This is an optimization exercise on Yosys and OpenROAD, whose aim is a short achievable clock period and few clock cycles, not a production implementation. Function was checked by simulation only, so behaviour that the tests miss may differ from the original. No activity file was given, so power comes from the tool's default toggle rates.

==> inputs of trial 42 <==
## ycpu_core
module ycpu_core (
    input  wire        clk,
    input  wire        rst,           
    output wire        bus_req,
    output reg         bus_we,
    output reg  [1:0]  bus_sel,       
    output wire [14:0] bus_addr,
    output reg  [7:0]  bus_wdata,
    input  wire        bus_ack,
    input  wire        bus_err,
    input  wire [7:0]  bus_rdata,
    output wire        halted,
    output wire        fault,
    output wire [7:0]  pc_out
);
==> flow/config.mk <==
export PLATFORM = sky130hd
export DESIGN_NAME = ycpu_core
export DESIGN_NICKNAME = ycpu_core
export VERILOG_FILES = /design/flow/design.v
export SDC_FILE = /design/flow/constraint.sdc
export NUM_CORES = 4
export LEC_CHECK = 0
export CAP_MARGIN = 20
export CORE_MARGIN = 2
export CORE_UTILIZATION = 40
export SLEW_MARGIN = 20
==> flow/constraint.sdc <==
create_clock -name core_clock -period 15.0 [get_ports {clk}]
set_input_delay 3.0000 -clock core_clock [delete_from_list [all_inputs] [get_ports {clk}]]
set_output_delay 3.0000 -clock core_clock [all_outputs]
set_load 0.01 [all_outputs]
standard.sh (not shown) runs the stock make flow with config.mk's settings and CLKGATE_MAP_FILE= SYNTH_SCRIPT=/design/flow/synth_recipe.tcl, a recipe that flattens the netlist after the stock synthesis.
==> flow/flow/run.sh <==
#!/bin/bash
# Standard ORFS layout with two changes to how it is made:
#  - synthesis leaves adders to ABC instead of mapping them to full-adder
#    cells first (ADDER_MAP_FILE empty), so they are timing-optimised like
#    the rest of the logic; registers are unchanged;
#  - timing repair aims well past the clock period (SETUP_SLACK_MARGIN 11.5),
#    so that the achieved period shrinks.
# Full tool output goes to the ORFS logs (orfs/logs/...) and to standard.log.
set -euo pipefail
bash standard.sh finish SETUP_SLACK_MARGIN=11.5 ADDER_MAP_FILE= > standard.log 2>&1
==> build 7: changes against trial 42 <==
--- a/flow/design.v
+++ b/flow/design.v
@@ -1,14 +1,14 @@
 module ycpu_core (
     input  wire        clk,
     input  wire        rst,           
-    output wire        bus_req,
+    output reg         bus_req,
     output reg         bus_we,
     output reg  [1:0]  bus_sel,       
-    output wire [14:0] bus_addr,
+    output reg  [14:0] bus_addr,
     output reg  [7:0]  bus_wdata,
     input  wire        bus_ack,
     input  wire        bus_err,
     input  wire [7:0]  bus_rdata,
     output wire        halted,
     output wire        fault,
     output wire [7:0]  pc_out
@@ -27,20 +27,14 @@
     reg [7:0] pc;         
     reg [7:0] ibank;
     reg [7:0] dbank;
     reg [7:0] ir;         
     reg [7:0] a1, a2;     
     reg [7:0] b1, b2;     
     reg       err;
-    reg        req_r;
-    reg [14:0] addr_r;
-    reg        use_alt;   
-    reg        req_alt;   
-    reg [6:0]  alt_lo;    
-    reg        adv3;      
     reg       halted_r;
     reg       fault_r;
     reg [1:0] dcnt;       
     reg       ex_first;   
     reg       ex_dset;    
     reg [7:0] damag;      
     reg [7:0] drem;       
@@ -152,24 +146,17 @@
     wire [7:0]  ival2 = int_val(a2, pc, ibank, dbank);
     wire [7:0] pc1 = add8(pc, 8'd1);
     wire [7:0] pc2 = add8(pc, 8'd2);
     wire [7:0] pc3 = add8(pc, 8'd3);
     wire [7:0] pc6 = add8(pc, 8'd6);
     wire       f3  = pc >= 8'd123 && pc <= 8'd252;       
     wire       f6  = pc >= 8'd120 && pc <= 8'd249;       
-    wire [7:0] pc4 = add8(pc, 8'd4);
-    wire [7:0] pc7 = add8(pc, 8'd7);
-    wire [7:0] pc_f0  = adv3 ? (use_alt ? pc6 : pc3) : pc;
-    wire [7:0] pc1_f0 = adv3 ? (use_alt ? pc7 : pc4) : pc1;
-    wire       skip_l2 = fail ? skipf(op, s1, s2, b1, 8'h00) : skipf(op, s1, s2, b1, yr);
-    assign bus_req  = use_alt ? req_alt : req_r;
-    assign bus_addr = {addr_r[14:7], use_alt ? alt_lo : addr_r[6:0]};
-    wire       dev  = req_r & bus_sel[1];
+    wire       dev  = bus_req & bus_sel[1];
     wire       fail = dev & bus_err;
-    wire [7:0] yr   = req_r ? bus_rdata : ival2;
+    wire [7:0] yr   = bus_req ? bus_rdata : ival2;
     wire [7:0] y    = fail ? 8'h00 : yr;
     function [7:0] unary;
         input [3:0] o;
         input [7:0] x;
         begin
             case (o)
                 OP_NOT:  unary = ~x;
@@ -264,16 +251,15 @@
     wire [7:0] pp6 = b2[6] ? {b1[1:0], 6'b0} : 8'd0;
     wire [7:0] pp7 = b2[7] ? {b1[0], 7'b0}   : 8'd0;
     wire [7:0] mul_res = add8(add8(add8(pp0, pp1), add8(pp2, pp3)),
                               add8(add8(pp4, pp5), add8(pp6, pp7)));
     wire [7:0] wpc3 = add8(bus_wdata, 8'd3);
     wire       wf3  = (bus_wdata >= 8'd123) && (bus_wdata <= 8'd252);
     reg [6:0]  n_st;
-    reg        n_req, n_we, n_use_alt, n_req_alt, n_adv3;
-    reg [6:0]  n_alt_lo;
+    reg        n_req, n_we;
     reg [1:0]  n_sel;
     reg [14:0] n_addr;
     reg [7:0]  n_wdata;
     reg [7:0]  n_pc, n_ibank, n_dbank, n_ir, n_a1, n_a2, n_b1, n_b2;
     reg        n_err, n_halted, n_fault;
     reg [1:0]  n_dcnt;
     reg        n_ex_first, n_ex_dset;
@@ -293,32 +279,23 @@
             n_req    = !halt_i && !nf;
             n_halted = halt_i;
             n_fault  = !halt_i && nf;
             n_st     = (halt_i || nf) ? Q_NONE : Q_F0;
         end
     endtask
     always @(*) begin
-        n_st = st; n_req = req_r; n_we = bus_we; n_sel = bus_sel; n_addr = addr_r;
-        n_use_alt = 1'b0; n_req_alt = 1'b0; n_adv3 = 1'b0; n_alt_lo = alt_lo;
+        n_st = st; n_req = bus_req; n_we = bus_we; n_sel = bus_sel; n_addr = bus_addr;
         n_wdata = bus_wdata; n_pc = pc; n_ibank = ibank; n_dbank = dbank; n_ir = ir;
         n_a1 = a1; n_a2 = a2; n_b1 = b1; n_b2 = b2; n_err = err; n_halted = halted_r;
         n_fault = fault_r; n_dcnt = dcnt; n_ex_first = ex_first; n_ex_dset = ex_dset;
         n_drem = drem; n_dnum = dnum; n_dden = dden; n_dquo = dquo; n_dneg = dneg;
         n_damag = damag;
         if (st_f0) begin
-            n_pc = pc_f0;
-            if (bus_req) begin
-                n_req  = 1'b1;
-                n_addr = {ibank, pc1_f0[6:0]};
-                n_st   = Q_F1;
-            end else begin
-                n_req   = 1'b0;
-                n_fault = 1'b1;
-                n_st    = Q_NONE;
-            end
+            n_addr = {ibank, pc1[6:0]};
+            n_st   = Q_F1;
         end
         if (st_f1) begin
             n_addr = {ibank, pc2[6:0]};
             n_st   = Q_F2;
         end
         if (st_f2) begin
             n_err = 1'b0;
@@ -403,15 +380,15 @@
                     {n_req, n_sel, n_addr} = r_a1;
                     n_we    = 1'b1;
                     n_wdata = r_next;
                     n_st    = Q_ST;
                 end
             end
         end
-        if (st_st && !req_r) begin
+        if (st_st && !bus_req) begin
             case (op_cpy ? a2 : a1)
                 8'd0: begin
                     n_pc = bus_wdata;
                     finish(h & err, bus_wdata, wpc3, wf3, ibank);
                 end
                 8'd192: begin
                     n_ibank = bus_wdata;
@@ -438,82 +415,57 @@
             end else if (op_unary) begin
                 n_wdata = un_l1;
             end
         end
         if (st_l2) begin
             n_b2  = y;
             n_err = err | fail;
-            if (op_cmp) begin
-                n_we      = 1'b0;
-                n_sel     = SEL_IMEM;
-                n_addr    = {ibank, pc3[6:0]};
-                n_alt_lo  = pc6[6:0];
-                n_adv3    = 1'b1;
-                n_use_alt = skip_l2;
-                if (h & (err | fail)) begin
-                    n_req    = 1'b0;
-                    n_halted = 1'b1;
-                    n_st     = Q_NONE;
-                end else begin
-                    n_req     = !f3;
-                    n_req_alt = !f6;
-                    n_st      = Q_F0;
-                end
-            end
         end
-        if (st_st && req_r) begin
+        if (st_st && bus_req) begin
             finish(h & (err | fail), pc, pc3, f3, ibank);
         end
     end
-    wire adv = !bus_req || bus_ack;      
+    wire adv = !bus_req || bus_ack;
     always @(posedge clk) begin
         if (rst) begin
             st        <= Q_F0;
             pc        <= 8'h00;
             ibank     <= 8'h00;
             dbank     <= 8'h00;
             err       <= 1'b0;
             halted_r  <= 1'b0;
             fault_r   <= 1'b0;
-            req_r     <= 1'b1;
+            bus_req   <= 1'b1;
             bus_we    <= 1'b0;
             bus_sel   <= SEL_IMEM;
-            addr_r    <= 15'd0;
-            use_alt   <= 1'b0;
-            req_alt   <= 1'b0;
-            adv3      <= 1'b0;
-            bus_wdata <= 8'h00;
+            bus_addr  <= 15'd0;
             dcnt      <= 2'd0;
             ex_first  <= 1'b0;
             ex_dset   <= 1'b0;
         end else if (adv) begin
             st        <= n_st;
             pc        <= n_pc;
             ibank     <= n_ibank;
             dbank     <= n_dbank;
             err       <= n_err;
             halted_r  <= n_halted;
             fault_r   <= n_fault;
-            req_r     <= n_req;
+            bus_req   <= n_req;
             bus_we    <= n_we;
             bus_sel   <= n_sel;
-            addr_r    <= n_addr;
-            use_alt   <= n_use_alt;
-            req_alt   <= n_req_alt;
-            adv3      <= n_adv3;
-            bus_wdata <= n_wdata;
+            bus_addr  <= n_addr;
             dcnt      <= n_dcnt;
             ex_first  <= n_ex_first;
             ex_dset   <= n_ex_dset;
         end
     end
     always @(posedge clk) begin
         if (adv) begin
+            bus_wdata <= n_wdata;
             ir        <= n_ir;
-            alt_lo    <= n_alt_lo;
             a1        <= n_a1;
             a2        <= n_a2;
             b1        <= n_b1;
             b2        <= n_b2;
             drem      <= n_drem;
             dnum      <= n_dnum;
             dden      <= n_dden;
==> flow/flow/run.sh (replaced) <==
#!/bin/bash
# Standard ORFS layout with two changes to how it is made:
#  - synthesis leaves adders to ABC instead of mapping them to full-adder
#    cells first (ADDER_MAP_FILE empty), so they are timing-optimised like
#    the rest of the logic; registers are unchanged;
#  - timing repair aims well past the clock period (SETUP_SLACK_MARGIN 11.5),
#    so that the achieved period shrinks;
#  - a sparser core (CORE_UTILIZATION 30) for room to buffer and route.
# Full tool output goes to the ORFS logs (orfs/logs/...) and to standard.log.
set -euo pipefail
bash standard.sh finish SETUP_SLACK_MARGIN=11.5 ADDER_MAP_FILE= CORE_UTILIZATION=30 > standard.log 2>&1
==> build 78: changes against trial 42 <==
--- a/flow/design.v
+++ b/flow/design.v
@@ -1,14 +1,14 @@
 module ycpu_core (
     input  wire        clk,
     input  wire        rst,           
-    output wire        bus_req,
+    output reg         bus_req,
     output reg         bus_we,
     output reg  [1:0]  bus_sel,       
-    output wire [14:0] bus_addr,
+    output reg  [14:0] bus_addr,
     output reg  [7:0]  bus_wdata,
     input  wire        bus_ack,
     input  wire        bus_err,
     input  wire [7:0]  bus_rdata,
     output wire        halted,
     output wire        fault,
     output wire [7:0]  pc_out
@@ -27,20 +27,14 @@
     reg [7:0] pc;         
     reg [7:0] ibank;
     reg [7:0] dbank;
     reg [7:0] ir;         
     reg [7:0] a1, a2;     
     reg [7:0] b1, b2;     
     reg       err;
-    reg        req_r;
-    reg [14:0] addr_r;
-    reg        use_alt;   
-    reg        req_alt;   
-    reg [6:0]  alt_lo;    
-    reg        adv3;      
     reg       halted_r;
     reg       fault_r;
     reg [1:0] dcnt;       
     reg       ex_first;   
     reg       ex_dset;    
     reg [7:0] damag;      
     reg [7:0] drem;       
@@ -152,24 +146,17 @@
     wire [7:0]  ival2 = int_val(a2, pc, ibank, dbank);
     wire [7:0] pc1 = add8(pc, 8'd1);
     wire [7:0] pc2 = add8(pc, 8'd2);
     wire [7:0] pc3 = add8(pc, 8'd3);
     wire [7:0] pc6 = add8(pc, 8'd6);
     wire       f3  = pc >= 8'd123 && pc <= 8'd252;       
     wire       f6  = pc >= 8'd120 && pc <= 8'd249;       
-    wire [7:0] pc4 = add8(pc, 8'd4);
-    wire [7:0] pc7 = add8(pc, 8'd7);
-    wire [7:0] pc_f0  = adv3 ? (use_alt ? pc6 : pc3) : pc;
-    wire [7:0] pc1_f0 = adv3 ? (use_alt ? pc7 : pc4) : pc1;
-    wire       skip_l2 = fail ? skipf(op, s1, s2, b1, 8'h00) : skipf(op, s1, s2, b1, yr);
-    assign bus_req  = use_alt ? req_alt : req_r;
-    assign bus_addr = {addr_r[14:7], use_alt ? alt_lo : addr_r[6:0]};
-    wire       dev  = req_r & bus_sel[1];
+    wire       dev  = bus_req & bus_sel[1];
     wire       fail = dev & bus_err;
-    wire [7:0] yr   = req_r ? bus_rdata : ival2;
+    wire [7:0] yr   = bus_req ? bus_rdata : ival2;
     wire [7:0] y    = fail ? 8'h00 : yr;
     function [7:0] unary;
         input [3:0] o;
         input [7:0] x;
         begin
             case (o)
                 OP_NOT:  unary = ~x;
@@ -205,14 +192,16 @@
                 OP_CEQ:  skipf = (vx != vz);
                 OP_CGT:  skipf = uge9(vz, vx);
                 default: skipf = uge9(vx, vz);
             endcase
         end
     endfunction
     wire [7:0] un_l1   = fail ? unary(op, 8'h00) : unary(op, yr);
+    wire       op_logic = (op == OP_AND) || (op == OP_OR);
+    wire [7:0] logic_l2 = (op == OP_AND) ? (b1 & y) : (b1 | y);
     wire [7:0] bin_ex  = binop(op, b1, b2);
     wire       skip_ex = skipf(op, s1, s2, b1, b2);
     wire       n1   = s1 & b1[7];
     wire       n2   = s2 & b2[7];
     wire       qneg = n1 ^ n2;
     wire [7:0] amag = n1 ? neg8(b1) : b1;
     wire [7:0] bmag = n2 ? neg8(b2) : b2;
@@ -264,16 +253,15 @@
     wire [7:0] pp6 = b2[6] ? {b1[1:0], 6'b0} : 8'd0;
     wire [7:0] pp7 = b2[7] ? {b1[0], 7'b0}   : 8'd0;
     wire [7:0] mul_res = add8(add8(add8(pp0, pp1), add8(pp2, pp3)),
                               add8(add8(pp4, pp5), add8(pp6, pp7)));
     wire [7:0] wpc3 = add8(bus_wdata, 8'd3);
     wire       wf3  = (bus_wdata >= 8'd123) && (bus_wdata <= 8'd252);
     reg [6:0]  n_st;
-    reg        n_req, n_we, n_use_alt, n_req_alt, n_adv3;
-    reg [6:0]  n_alt_lo;
+    reg        n_req, n_we;
     reg [1:0]  n_sel;
     reg [14:0] n_addr;
     reg [7:0]  n_wdata;
     reg [7:0]  n_pc, n_ibank, n_dbank, n_ir, n_a1, n_a2, n_b1, n_b2;
     reg        n_err, n_halted, n_fault;
     reg [1:0]  n_dcnt;
     reg        n_ex_first, n_ex_dset;
@@ -293,32 +281,23 @@
             n_req    = !halt_i && !nf;
             n_halted = halt_i;
             n_fault  = !halt_i && nf;
             n_st     = (halt_i || nf) ? Q_NONE : Q_F0;
         end
     endtask
     always @(*) begin
-        n_st = st; n_req = req_r; n_we = bus_we; n_sel = bus_sel; n_addr = addr_r;
-        n_use_alt = 1'b0; n_req_alt = 1'b0; n_adv3 = 1'b0; n_alt_lo = alt_lo;
+        n_st = st; n_req = bus_req; n_we = bus_we; n_sel = bus_sel; n_addr = bus_addr;
         n_wdata = bus_wdata; n_pc = pc; n_ibank = ibank; n_dbank = dbank; n_ir = ir;
         n_a1 = a1; n_a2 = a2; n_b1 = b1; n_b2 = b2; n_err = err; n_halted = halted_r;
         n_fault = fault_r; n_dcnt = dcnt; n_ex_first = ex_first; n_ex_dset = ex_dset;
         n_drem = drem; n_dnum = dnum; n_dden = dden; n_dquo = dquo; n_dneg = dneg;
         n_damag = damag;
         if (st_f0) begin
-            n_pc = pc_f0;
-            if (bus_req) begin
-                n_req  = 1'b1;
-                n_addr = {ibank, pc1_f0[6:0]};
-                n_st   = Q_F1;
-            end else begin
-                n_req   = 1'b0;
-                n_fault = 1'b1;
-                n_st    = Q_NONE;
-            end
+            n_addr = {ibank, pc1[6:0]};
+            n_st   = Q_F1;
         end
         if (st_f1) begin
             n_addr = {ibank, pc2[6:0]};
             n_st   = Q_F2;
         end
         if (st_f2) begin
             n_err = 1'b0;
@@ -357,16 +336,22 @@
             end else begin
                 {n_req, n_sel, n_addr} = r_a2;
                 n_st = Q_L2;
             end
         end
         if (st_l2) begin
             n_ex_first = 1'b1;
-            n_req = 1'b0;
-            n_st  = Q_EX;
+            if (op_logic) begin
+                {n_req, n_sel, n_addr} = r_a1;
+                n_we = 1'b1;
+                n_st = Q_ST;
+            end else begin
+                n_req = 1'b0;
+                n_st  = Q_EX;
+            end
         end
         if (st_ex) begin
             n_ex_first = 1'b0;
             n_ex_dset  = 1'b0;
             if (ex_first) begin
                 if (op_cmp) begin
                     finish(h & err, pc, skip_ex ? pc6 : pc3, skip_ex ? f6 : f3, ibank);
@@ -403,15 +388,15 @@
                     {n_req, n_sel, n_addr} = r_a1;
                     n_we    = 1'b1;
                     n_wdata = r_next;
                     n_st    = Q_ST;
                 end
             end
         end
-        if (st_st && !req_r) begin
+        if (st_st && !bus_req) begin
             case (op_cpy ? a2 : a1)
                 8'd0: begin
                     n_pc = bus_wdata;
                     finish(h & err, bus_wdata, wpc3, wf3, ibank);
                 end
                 8'd192: begin
                     n_ibank = bus_wdata;
@@ -431,89 +416,75 @@
                 {n_req, n_sel, n_addr} = r_rd;
         end
         if (st_l1) begin
             n_b1  = y;
             n_err = err | fail;
             if (op_cpy) begin
                 n_wdata = y;
+                if (a2_core && a2[7]) begin
+                    if (!a2[0]) begin
+                        n_ibank = y;
+                        finish(h & (err | fail), pc, pc3, f3, y);
+                    end else begin
+                        n_dbank = y;
+                        finish(h & (err | fail), pc, pc3, f3, ibank);
+                    end
+                end
             end else if (op_unary) begin
                 n_wdata = un_l1;
             end
         end
         if (st_l2) begin
             n_b2  = y;
             n_err = err | fail;
-            if (op_cmp) begin
-                n_we      = 1'b0;
-                n_sel     = SEL_IMEM;
-                n_addr    = {ibank, pc3[6:0]};
-                n_alt_lo  = pc6[6:0];
-                n_adv3    = 1'b1;
-                n_use_alt = skip_l2;
-                if (h & (err | fail)) begin
-                    n_req    = 1'b0;
-                    n_halted = 1'b1;
-                    n_st     = Q_NONE;
-                end else begin
-                    n_req     = !f3;
-                    n_req_alt = !f6;
-                    n_st      = Q_F0;
-                end
-            end
+            if (op_logic)
+                n_wdata = logic_l2;
         end
-        if (st_st && req_r) begin
+        if (st_st && bus_req) begin
             finish(h & (err | fail), pc, pc3, f3, ibank);
         end
     end
-    wire adv = !bus_req || bus_ack;      
+    wire adv = !bus_req || bus_ack;
     always @(posedge clk) begin
         if (rst) begin
             st        <= Q_F0;
             pc        <= 8'h00;
             ibank     <= 8'h00;
             dbank     <= 8'h00;
             err       <= 1'b0;
             halted_r  <= 1'b0;
             fault_r   <= 1'b0;
-            req_r     <= 1'b1;
+            bus_req   <= 1'b1;
             bus_we    <= 1'b0;
             bus_sel   <= SEL_IMEM;
-            addr_r    <= 15'd0;
-            use_alt   <= 1'b0;
-            req_alt   <= 1'b0;
-            adv3      <= 1'b0;
-            bus_wdata <= 8'h00;
+            bus_addr  <= 15'd0;
             dcnt      <= 2'd0;
             ex_first  <= 1'b0;
             ex_dset   <= 1'b0;
         end else if (adv) begin
             st        <= n_st;
             pc        <= n_pc;
             ibank     <= n_ibank;
             dbank     <= n_dbank;
             err       <= n_err;
             halted_r  <= n_halted;
             fault_r   <= n_fault;
-            req_r     <= n_req;
+            bus_req   <= n_req;
             bus_we    <= n_we;
             bus_sel   <= n_sel;
-            addr_r    <= n_addr;
-            use_alt   <= n_use_alt;
-            req_alt   <= n_req_alt;
-            adv3      <= n_adv3;
-            bus_wdata <= n_wdata;
+            bus_addr  <= n_addr;
             dcnt      <= n_dcnt;
             ex_first  <= n_ex_first;
             ex_dset   <= n_ex_dset;
         end
     end
     always @(posedge clk) begin
         if (adv) begin
+            bus_wdata <= n_wdata;
             ir        <= n_ir;
-            alt_lo    <= n_alt_lo;
             a1        <= n_a1;
             a2        <= n_a2;
             b1        <= n_b1;
             b2        <= n_b2;
             drem      <= n_drem;
             dnum      <= n_dnum;
             dden      <= n_dden;
==> flow/flow/run.sh (replaced) <==
#!/bin/bash
# Standard ORFS layout with two changes to how it is made:
#  - synthesis leaves adders to ABC instead of mapping them to full-adder
#    cells first (ADDER_MAP_FILE empty), so they are timing-optimised like
#    the rest of the logic; registers are unchanged;
#  - timing repair aims well past the clock period (SETUP_SLACK_MARGIN 11),
#    so that the achieved period shrinks.
# Full tool output goes to the ORFS logs (orfs/logs/...) and to standard.log.
set -euo pipefail
bash standard.sh finish SETUP_SLACK_MARGIN=11 ADDER_MAP_FILE= > standard.log 2>&1
==> run summary <==
Maximum frequency: trial 42 is lower than build 7 (7.1%). Via count, highest first: build 78, trial 42, build 7. In build 78 the setup slack is lower than in build 7, by 0.16 ns. Of build 78 and build 7, build 7 has the higher register-to-register slack (gap 0.02 ns). Of trial 42 and build 78, trial 42 has the higher core utilization (gap 6.5 points). In build 7 the sequential cell count is lower than in trial 42, by 10. Of trial 42 and build 78, trial 42 has the higher total power (gap 14%, measured against build 78). The lowest clock power belongs to build 7, the highest to build 78. First-iteration DRC count, lowest first: build 7, trial 42, build 78. Clock skew: build 7 > trial 42 > build 78.
Testbench counts of trial 42, summed over its fixed seeds: cycles 45,372.
Testbench counts of build 7, summed over its fixed seeds: cycles 46,683.
Testbench counts of build 78, summed over its fixed seeds: cycles 45,957.

==> separate check: timing with driven ports <==
The results above use ideal ports. As a check the final layouts listed here were re-extracted and re-timed, cells and wires unchanged. Step 1 assumes that a clkbuf_16 drives the clock port and a buf_2 every other input. Step 2 times the ports against the registers' clock, not the clock port: input delays grow and output delays shrink by t, the midpoint of the rising clock arrivals with the driver on. Slacks: ideal ports / drivers / drivers and shift; pairs: ideal ports / drivers.
| run | t, ns | setup WS [ns] | worst slew at a driven data input, ns | cell pins on the clock port's net |
|---|---|---|---|---|
| trial 42 | 0.559 | 10.451 / 10.387 / 9.875 | 0.22 | 1 |
| build 7 | 0.508 | 10.773 / 10.781 / 10.274 | 0.07 | 1 |
| build 78 | 0.542 | 10.612 / 10.601 / 10.059 | 0.06 | 1 |
After both steps every run listed still meets setup and hold. For trial 42, which loses most, drivers alone change the setup slack by -0.064 ns; drivers and shift together by -0.576 ns.
